This is an optimization exercise on Yosys and OpenROAD, whose aim is small area, a short achievable clock period and few clock cycles, not a production implementation. No functional check of the RTL was part of this run. No activity file was given, so power comes from the tool's default toggle rates.

==> flow/design.v <==
module bc_rx_engine (
    input  wire       clk,
    input  wire       rst,         
    input  wire       in_valid,
    output wire       in_ready,
    input  wire       in_kind,     
    input  wire [2:0] in_op,
    input  wire [7:0] in_data,
    output wire       out_valid,
    output wire [7:0] out_data,
    output wire       out_last,
    input  wire       out_ready
);
    localparam integer CAP = 97;
    localparam integer IW  = 7;             
    localparam integer QD  = 3;             
    localparam integer QW  = 2;             
    localparam [7:0] MARKER = 8'h7A;
    localparam [7:0] ESCAPE = 8'h7B;
    localparam [2:0] OP_QFLAGS  = 3'd0;
    localparam [2:0] OP_POPD    = 3'd1;
    localparam [2:0] OP_POPDT   = 3'd2;
    localparam [2:0] OP_POPF    = 3'd3;
    localparam [2:0] OP_CLRD    = 3'd4;
    localparam [2:0] OP_CLRF    = 3'd5;
    localparam [2:0] OP_CLRC    = 3'd6;
    localparam [2:0] OP_SETMODE = 3'd7;
    localparam [1:0] K_ONE = 2'd0;          
    localparam [1:0] K_DAT = 2'd1;          
    localparam [1:0] K_FMT = 2'd2;          
    localparam [1:0] E_HDR = 2'd0;
    localparam [1:0] E_LEN = 2'd1;
    localparam [1:0] E_STA = 2'd2;
    localparam [1:0] E_PAY = 2'd3;
    function [IW-1:0] ring_inc;
        input [IW-1:0] a;
        begin
            ring_inc = (a == CAP - 1) ? {IW{1'b0}} : a + 1'b1;
        end
    endfunction
    function [IW-1:0] ring_dec;
        input [IW-1:0] a;
        begin
            ring_dec = (a == 0) ? CAP - 1 : a - 1'b1;
        end
    endfunction
    function in_range;
        input [IW-1:0] x;
        input [IW-1:0] p;
        input [IW-1:0] r;
        reg   [IW:0]   t;
        reg   [IW-1:0] d;
        begin
            t = {1'b0, x} - {1'b0, p};
            d = t[IW] ? t[IW-1:0] + CAP : t[IW-1:0];
            in_range = d < r;
        end
    endfunction
    reg [7:0] ring [0:CAP-1];
    reg       a_v, b_v;
    reg       a_kind, b_kind;
    reg [2:0] a_op, b_op;
    reg [7:0] a_d, b_d;
    wire      go;                           
    assign in_ready = !b_v;
    wire acc = in_valid && !b_v;
    always @(posedge clk) begin
        if (rst) begin
            a_v <= 1'b0;
            b_v <= 1'b0;
        end else begin
            if (!a_v || go) begin
                a_v <= b_v || acc;
                b_v <= 1'b0;
            end else if (acc) begin
                b_v <= 1'b1;
            end
        end
    end
    always @(posedge clk) begin
        if (!a_v || go) begin
            a_kind <= b_v ? b_kind : in_kind;
            a_op   <= b_v ? b_op   : in_op;
            a_d    <= b_v ? b_d    : in_data;
        end
        if (!b_v) begin
            b_kind <= in_kind;
            b_op   <= in_op;
            b_d    <= in_data;
        end
    end
    reg [IW-1:0] wrn;           
    reg [IW-1:0] start;
    reg [IW-1:0] cnt;           
    reg          lr_mk;         
    reg          lr_esc;        
    reg [IW-1:0] prev_start;
    reg [IW-1:0] prev_end;
    reg [IW-1:0] prev_count;
    reg          prev_valid;
    reg [7:0]    prev_st;       
    reg [7:0]    last_st;       
    reg [1:0]    len_hi;        
    reg          len_hi_ok;     
    reg [IW-1:0] need;          
    reg          need_ok;       
    reg          fmt_rdy, dat_rdy, in_pkt, ovl, cmd_done, tx_mode;
    wire is_marker = (a_d == MARKER);
    wire is_escape = (a_d == ESCAPE);
    wire rx_step   = !a_kind && !tx_mode;
    wire a_store   = rx_step && !is_marker && !is_escape;
    wire a_outop   = a_kind && (a_op[2] == 1'b0);
    wire [IW-1:0] cnt_base  = in_pkt ? cnt : {IW{1'b0}};
    wire [IW-1:0] cnt_inc   = (cnt_base == CAP + 1) ? cnt_base : cnt_base + 1'b1;
    wire [7:0]    st_byte   = lr_esc ? {1'b0, a_d[6:0]} : a_d;
    wire [7:0]    need8     = {1'b0, len_hi, st_byte[7:3]} + (st_byte[2:0] != 3'd0) + 8'd3;
    wire          mk1_accept = !ovl && (cnt >= 3) && !last_st[7] && need_ok && (need == cnt);
    wire          mk2_fmt    = !ovl && (cnt == 7'd33);
    wire [IW:0]   fit_sum    = {1'b0, prev_count} + {1'b0, cnt};
    wire          mk2_reval  = prev_valid && (fit_sum <= CAP) && !prev_st[7];
    wire          busy_q     = tx_mode ? !cmd_done : in_pkt;
    wire [IW-1:0] pay_count  = prev_count - 2'd3;
    wire [IW-1:0] pay_n      = (a_op == OP_POPDT && {1'b0, a_d} < {1'b0, pay_count}) ? a_d[IW-1:0] : pay_count;
    reg [1:0]    q_kind [0:QD-1];
    reg [7:0]    q_byte [0:QD-1];
    reg [IW-1:0] q_ptr  [0:QD-1];
    reg [IW-1:0] q_rem  [0:QD-1];
    reg [QD-1:0] q_val;
    reg [QW-1:0] q_wp, q_rp;
    reg          e_v;
    reg [1:0]    e_kind;
    reg [7:0]    e_byte;
    reg [IW-1:0] e_ptr;
    reg [IW-1:0] e_rem;         
    reg [1:0]    e_ph;
    reg          e_lc;          
    wire q_full = q_val[q_wp];
    reg haz;
    integer hi;
    always @(*) begin
        haz = e_v && in_range(wrn, e_ptr, e_rem);
        for (hi = 0; hi < QD; hi = hi + 1)
            if (q_val[hi] && in_range(wrn, q_ptr[hi], q_rem[hi]))
                haz = 1'b1;
    end
    assign go = a_v && !(a_store && haz) && !(a_outop && q_full);
    wire step   = go && !a_kind;
    wire opstep = go && a_kind;
    wire store  = step && a_store;
    reg [1:0]    n_kind;
    reg [7:0]    n_byte;
    reg [IW-1:0] n_ptr;
    reg [IW-1:0] n_rem;
    always @(*) begin
        n_kind = K_ONE;
        n_byte = 8'h00;
        n_ptr  = prev_start;
        n_rem  = {IW{1'b0}};
        case (a_op)
            OP_QFLAGS:
                n_byte = {1'b0, busy_q, tx_mode, cmd_done, ovl, in_pkt, dat_rdy, fmt_rdy};
            OP_POPD, OP_POPDT:
                if (dat_rdy) begin
                    n_kind = K_DAT;
                    n_byte = prev_st;
                    n_rem  = pay_n + 2'd2;
                end
            OP_POPF:
                if (fmt_rdy) begin
                    n_kind = K_FMT;
                    n_ptr  = start;
                    n_rem  = 7'd33;
                end
            default: ;
        endcase
    end
    always @(posedge clk) begin
        if (!rst && store)
            ring[wrn] <= st_byte;
    end
    always @(posedge clk) begin
        if (rst) begin
            wrn        <= 0;
            start      <= 0;
            cnt        <= 0;
            lr_mk      <= 1'b0;
            lr_esc     <= 1'b0;
            prev_start <= 0;
            prev_end   <= 0;
            prev_count <= 0;
            prev_valid <= 1'b0;
            fmt_rdy    <= 1'b0;
            dat_rdy    <= 1'b0;
            in_pkt     <= 1'b0;
            ovl        <= 1'b0;
            cmd_done   <= 1'b1;
            tx_mode    <= 1'b0;
        end else begin
            if (step) begin
                if (tx_mode) begin
                    if (is_marker)
                        cmd_done <= 1'b1;
                end else if (is_marker) begin
                    if (lr_mk) begin
                        if (mk2_fmt)
                            fmt_rdy <= 1'b1;
                        if (mk2_reval)
                            dat_rdy <= 1'b1;
                    end else if (mk1_accept) begin
                        dat_rdy    <= 1'b1;
                        prev_start <= start;
                        prev_end   <= ring_dec(wrn);
                        prev_count <= cnt;
                        prev_valid <= 1'b1;
                    end
                    in_pkt <= 1'b0;
                end else begin
                    if (!in_pkt) begin
                        in_pkt  <= 1'b1;
                        dat_rdy <= 1'b0;
                        fmt_rdy <= 1'b0;
                        ovl     <= 1'b0;
                        start   <= wrn;
                    end
                    if (is_escape) begin
                        cnt <= cnt_base;
                    end else begin
                        wrn <= ring_inc(wrn);
                        cnt <= cnt_inc;
                        if (cnt_inc > CAP)
                            ovl <= 1'b1;
                    end
                end
                lr_mk  <= is_marker;
                lr_esc <= is_escape;
            end
            if (opstep) begin
                case (a_op)
                    OP_POPD, OP_POPDT:
                        if (dat_rdy) begin
                            dat_rdy    <= 1'b0;
                            prev_valid <= 1'b0;
                        end
                    OP_POPF:    fmt_rdy  <= 1'b0;
                    OP_CLRD:    dat_rdy  <= 1'b0;
                    OP_CLRF:    fmt_rdy  <= 1'b0;
                    OP_CLRC:    cmd_done <= 1'b0;
                    OP_SETMODE: begin
                        tx_mode  <= a_d[0];
                        cmd_done <= 1'b1;
                    end
                    default: ;
                endcase
            end
        end
    end
    always @(posedge clk) begin
        if (store) begin
            last_st <= st_byte;
            if (wrn == prev_end)
                prev_st <= st_byte;
            if (cnt_base == 0) begin
                len_hi    <= st_byte[1:0];
                len_hi_ok <= (st_byte[7:2] == 6'd0);
            end
            if (cnt_base == 1) begin
                need    <= need8[IW-1:0];
                need_ok <= len_hi_ok && !need8[7];
            end
        end
        if (step && is_marker && !tx_mode && !lr_mk && mk1_accept)
            prev_st <= last_st;
    end
    reg       o_v, s_v;
    reg [7:0] o_d, s_d;
    reg       o_l, s_l;
    assign out_valid = o_v;
    assign out_data  = o_d;
    assign out_last  = o_l;
    wire pop  = o_v && out_ready;
    wire emit = e_v && !s_v;
    wire [7:0] rd_byte = ring[e_ptr];
    reg  [7:0] e_data;
    reg        e_last;
    always @(*) begin
        case (e_ph)
            E_HDR: begin
                e_data = (e_kind == K_ONE) ? e_byte : 8'h01;
                e_last = (e_kind == K_ONE);
            end
            E_STA: begin
                e_data = e_byte;
                e_last = (e_rem == 0);
            end
            default: begin
                e_data = rd_byte;
                e_last = (e_ph == E_PAY) && (e_rem == 1);
            end
        endcase
    end
    always @(posedge clk) begin
        if (rst) begin
            o_v <= 1'b0;
            s_v <= 1'b0;
        end else if (emit) begin
            if (!o_v || pop) begin
                o_v <= 1'b1;
            end else begin
                s_v <= 1'b1;
            end
        end else if (pop) begin
            o_v <= s_v;
            s_v <= 1'b0;
        end
    end
    always @(posedge clk) begin
        if (emit) begin
            if (!o_v || pop) begin
                o_d <= e_data;
                o_l <= e_last;
            end else begin
                s_d <= e_data;
                s_l <= e_last;
            end
        end else if (pop) begin
            o_d <= s_d;
            o_l <= s_l;
        end
    end
    wire push   = opstep && a_outop;
    wire e_done = emit && e_last;
    wire e_load = !e_v || e_done;
    wire q_take = e_load && q_val[q_rp];
    always @(posedge clk) begin
        if (rst) begin
            q_val <= {QD{1'b0}};
            q_wp  <= 0;
            q_rp  <= 0;
        end else begin
            if (push) begin
                q_val[q_wp] <= 1'b1;
                q_wp        <= (q_wp == QD - 1) ? 0 : q_wp + 1'b1;
            end
            if (q_take) begin
                q_val[q_rp] <= 1'b0;
                q_rp        <= (q_rp == QD - 1) ? 0 : q_rp + 1'b1;
            end
        end
    end
    always @(posedge clk) begin
        if (push) begin
            q_kind[q_wp] <= n_kind;
            q_byte[q_wp] <= n_byte;
            q_ptr[q_wp]  <= n_ptr;
            q_rem[q_wp]  <= n_rem;
        end
    end
    always @(posedge clk) begin
        if (rst) begin
            e_v <= 1'b0;
        end else if (e_load) begin
            e_v <= q_val[q_rp];
        end
    end
    always @(posedge clk) begin
        if (e_load) begin
            e_kind <= q_kind[q_rp];
            e_byte <= q_byte[q_rp];
            e_ptr  <= q_ptr[q_rp];
            e_rem  <= q_rem[q_rp];
            e_ph   <= E_HDR;
            e_lc   <= 1'b0;
        end else if (emit) begin
            case (e_ph)
                E_HDR: e_ph <= (e_kind == K_DAT) ? E_LEN : E_PAY;
                E_LEN: begin
                    e_ptr <= ring_inc(e_ptr);
                    e_rem <= e_rem - 1'b1;
                    e_lc  <= 1'b1;
                    if (e_lc)
                        e_ph <= E_STA;
                end
                E_STA: e_ph <= E_PAY;
                E_PAY: begin
                    e_ptr <= ring_inc(e_ptr);
                    e_rem <= e_rem - 1'b1;
                end
            endcase
        end
    end
endmodule
==> flow/constraint.sdc <==
create_clock -name core_clock -period 12.0 [get_ports {clk}]
set_input_delay 2.4000 -clock core_clock [delete_from_list [all_inputs] [get_ports {clk}]]
set_output_delay 2.4000 -clock core_clock [all_outputs]
set_load 0.01 [all_outputs]
==> flow/config.mk <==
export PLATFORM = sky130hd
export DESIGN_NAME = bc_rx_engine
export DESIGN_NICKNAME = bc_rx_engine
export VERILOG_FILES = /design/flow/design.v
export SDC_FILE = /design/flow/constraint.sdc
export NUM_CORES = 4
export LEC_CHECK = 0
export CAP_MARGIN = 20
export CORE_MARGIN = 2
export CORE_UTILIZATION = 40
export SLEW_MARGIN = 20
==> flow/run.sh <==
#!/bin/bash
# synth_recipe.tcl (not shown) runs the flow's synth.tcl, then flattens the netlist and writes it again
# the make line also repeats each setting of config.mk as NAME=value (left out here)
make -C /OpenROAD-flow-scripts/flow DESIGN_CONFIG=/design/flow/config.mk WORK_HOME=/design/flow/orfs CLKGATE_MAP_FILE= SYNTH_SCRIPT=/design/flow/synth_recipe.tcl finish
==> summary.txt <==
Setup-failing EPs final = 0
F_max = 139.4 MHz
Worst hold margin = 0.4570 ns
Layout cells sized above 1 = 18.57%
R2r worst-path depth = 17
Clock Skews = 0.02248 ns
Required @ worst endpoint = 12.29 ns
Hold Crit Endpoint = prev_start[6]
Post-synth top area cell = edfxtp_1
Worst R2R Setup Slack = 4.83 ns
Initial core utilization = 40.22%
Power per cell area = 154.7 nW/µm²
Asr flop ratio synth = 0%
Synthesized area per cell = 16.74 µm²
DR pass1 iterations = 6
Antenna Nets Post-Route = 0
Total Wirelength = 105800 µm
Crit Path Class = flip-flop to flip-flop
Period utilisation layout = 59.79%
Crit path launch type = flip-flop
Max Slew Vio Count = 0
Min cycle time layout = 7.174 ns
Unrepaired setup endpoints after global routing = false
Number of top-level pins = 27
Total track usage = 18.98%
Worst-margin pin slew = 1.135 ns
CP Max Fanout = 20
Maximum clock path buffer count = 3
CTS tree = built
Clock sinks = 1030
Post-synth EDFFs = 943
Setup Buffers After CTS = 0
Die area = 112000 µm²
Outcome = complete, no violations
ANT cells = 0
Critical path arrival = 7.47 ns
Area Growth Syn to Fin = 12.26%
Number of DRC markers in iteration 0 = 2388
Via count = 23711
Fillcell total = 9281
H-tree Lvls = 3
HP Class = flip-flop to flip-flop
Mapped Nets = 2721
Clock Latency Late Sink = 0.68 ns
Height of the chip = 334.6 µm
Vias in the first global route = 24145
Top FF cell, synth = edfxtp_1
Hold depth = 2
GRT overflow = 0
Setup crit start = wrn[1]
Post-CTS resize count = 0
Leakage = 16.14 nW
Core area = 108700 µm²
Clock Tree Root = clkbuf_16
Yosys reg bits = 1030
Netlist cell types = 76
Wirelength per Cell = 25.43 µm
MaxCap Viol Count = 0
Largest net degree at the start of global routing = 122
Share of the synthesized area in the top cell type = 64.78%
# rows = 121
CTS hold repair buffers = 0
Final Wtd Congestion = 0.8746
Port Buf Inserts = 26
RR Endpoint = ring[51][4]
Clock Pin Slew Worst Setup and Hold Paths = 0.06 ns
Main area contributors after synthesis = edfxtp_1 65%, mux4_2 13%, dfxtp_1 4.0%, ha_1 2.5%, nand2_1 1.8%
Syn. warnings = 1
Synthesized cell area = 43720 µm²
Post-synthesis sequential area ratio = 68.76%
Min-Delay Startpoint = prev_start[6]
Die width = 334.6 µm
TritonCTS buffer count = 104
Mapped Cells = 2612
Worst setup EP type = flip-flop
Initial antenna violation count = 2
Setup tns final = 0 ns
# DRC = 0
First-pass GRT wire length = 158800 µm
Vias per std cell = 5.698
Final Hold Viols = 0
VDD IR max = 134.8 µV
Reg2reg start = wrn[1]
Slew HR = 24.32%
Final net count = 2764
Hpwl dp = 67040 µm
[report_power, final]
part / internal, mW / leakage [nW] / switching, mW / total, mW
registers: 3.93 / 9.23 / 0.0229 / 3.95
logic: 0.128 / 5.22 / 0.197 / 0.324
clock network: 1.93 / 1.69 / 1.39 / 3.32
[Yosys cell counts (all sizes together) (4+ instances only)]
master and instances:
nand4b 4, nor3 29, mux2i 31, nor2 179
xnor2 53, nor3b 5, buf 53, or4 10
nand4 21, o21a 9, edfxtp 943, a22o 13
a211oi 9, and2 8, nand3 29, or2 6
nor2b 15, dfxtp 87, nor4 7, mux2 33
o21bai 6, nand3b 6, a31oi 10, or3 8
xor2 34, mux4 252, a31o 4, o211ai 9
nand2 213, nand2b 7, o21ai 87, clkbuf 74
inv 100, ha 88, a21oi 88, fa 5
a21o 9, or4b 5, and3 10, o31ai 5
[registers in the layout, summed over array words and instances (netlist names), 8 cells and up, named ones only]
register  cells
ring        776
q_ptr        28
q_rem        28
q_byte       24
a_d           8
b_d           8
e_byte        8
last_st       8
o_d           8
prev_st       8
s_d           8
[per-layer routing]
layer	part of all wire, %	track usage (%)
met4	2.7	5.496
met1	43	26.56
met2	47	30.34
met3	6.8	3.643
met5	0.012	0
[cells by family (layout without fill, tap and decap cells)]
logic type      after synthesis  count (layout)  synth area share, %
compound gates              286             286                4.070
buf+inv                     229             364                2.187
flops                      1030            1030                68.76
xor+xnor                     87              87                1.743
fa+ha+maj                    93              93                2.748
simple gates                571             571                5.950
mux                         316             316                14.54
[cell type report]
type	instances	area [µm²]	share of cell area (%)
flip-flops and latches	1030	30070	61.27
multi-input cells	1353	12780	26.03
clock buffers	130	2785	5.675
well taps	1414	1769	3.605
clock inverters	68	719.4	1.466
repair buffers	64	573.1	1.168
inverters	102	382.9	0.7802
[placed cells by master (no fill, tap or decap), types with 53 or more instances in the layout]
cell type / n
edfxtp_1: 943
mux4_2: 252
nand2_1: 213
nor2_1: 178
clkbuf_16: 108
inv_1: 96
ha_1: 88
a21oi_1: 87
dfxtp_1: 83
o21ai_0: 81
xnor2_1: 53
[worst max-delay path, stage by stage (launching register included)]
cell and delay [ns]:
dfxtp_1 0.96, ha_1 0.37, nor2b_1 0.15, o2111ai_1 0.21
a21oi_1 0.16, or2_2 0.36, nor3_1 0.24, xnor2_1 0.11
ha_1 0.33, inv_1 0.05, o21ai_0 0.36, o22ai_1 0.15
nor4b_1 0.36, o211a_1 0.32, nand3_1 0.45, inv_2 0.52
nand4_1 0.62, nor2_1 1.05
[worst max path at each step]
stage                     cells past startpoint  slack [ns]           to
after detailed placement                     18        4.81  ring[15][3]
after CTS                                    18        4.77  ring[15][3]
final                                        17        4.83  ring[51][4]
after floorplan                              23        6.92  ring[54][0]
after global placement                       18        5.00   ring[7][0]
after global routing                         18        4.15  ring[15][7]
[through the flow]
stage                     setup slack, ns  cell area [µm²]  power, mW  utilization (%)  std cells
after floorplan                     6.924            43720      4.236                -       2612
after global placement              4.999            45520      4.349            41.87       3962
after detailed placement            4.806            45520      4.354            41.88       3962
after CTS                           4.767            49030      7.646            45.10       4160
after global routing                4.148            49070      7.815            45.15       4161
final                               4.826            49070      7.593            45.15       4161

[re-timing with driven ports]
How much do the figures lean on ideal ports? The routed layout below was timed once more, with nothing changed but the port constraints. Step 1 (the two cells are an assumption about what drives the block):
set clk [get_ports {clk}]
set_driving_cell -lib_cell sky130_fd_sc_hd__clkbuf_16 $clk
set_driving_cell -lib_cell sky130_fd_sc_hd__buf_2 [delete_from_list [all_inputs] $clk]
Step 2 moves the port delays by t, midway between the first and last clock arrival at a register: inputs arrive t later, outputs are due t later. That takes back most of the time a late clock gives input paths. a / b / c = no drivers / after step 1 / after step 2; a / b = the first two.
t, ns: 0.739
setup WS [ns]: 4.826 / 4.826 / 4.826
hold slack, ns: 0.457 / 0.457 / 0.457
worst setup path at the end: register to register
slew at the worst register clock pin (ns): 0.07 / 0.07
After both steps this run still meets setup and hold. For this run, drivers alone change the setup slack by 0.000 ns; drivers and shift together by 0.000 ns.
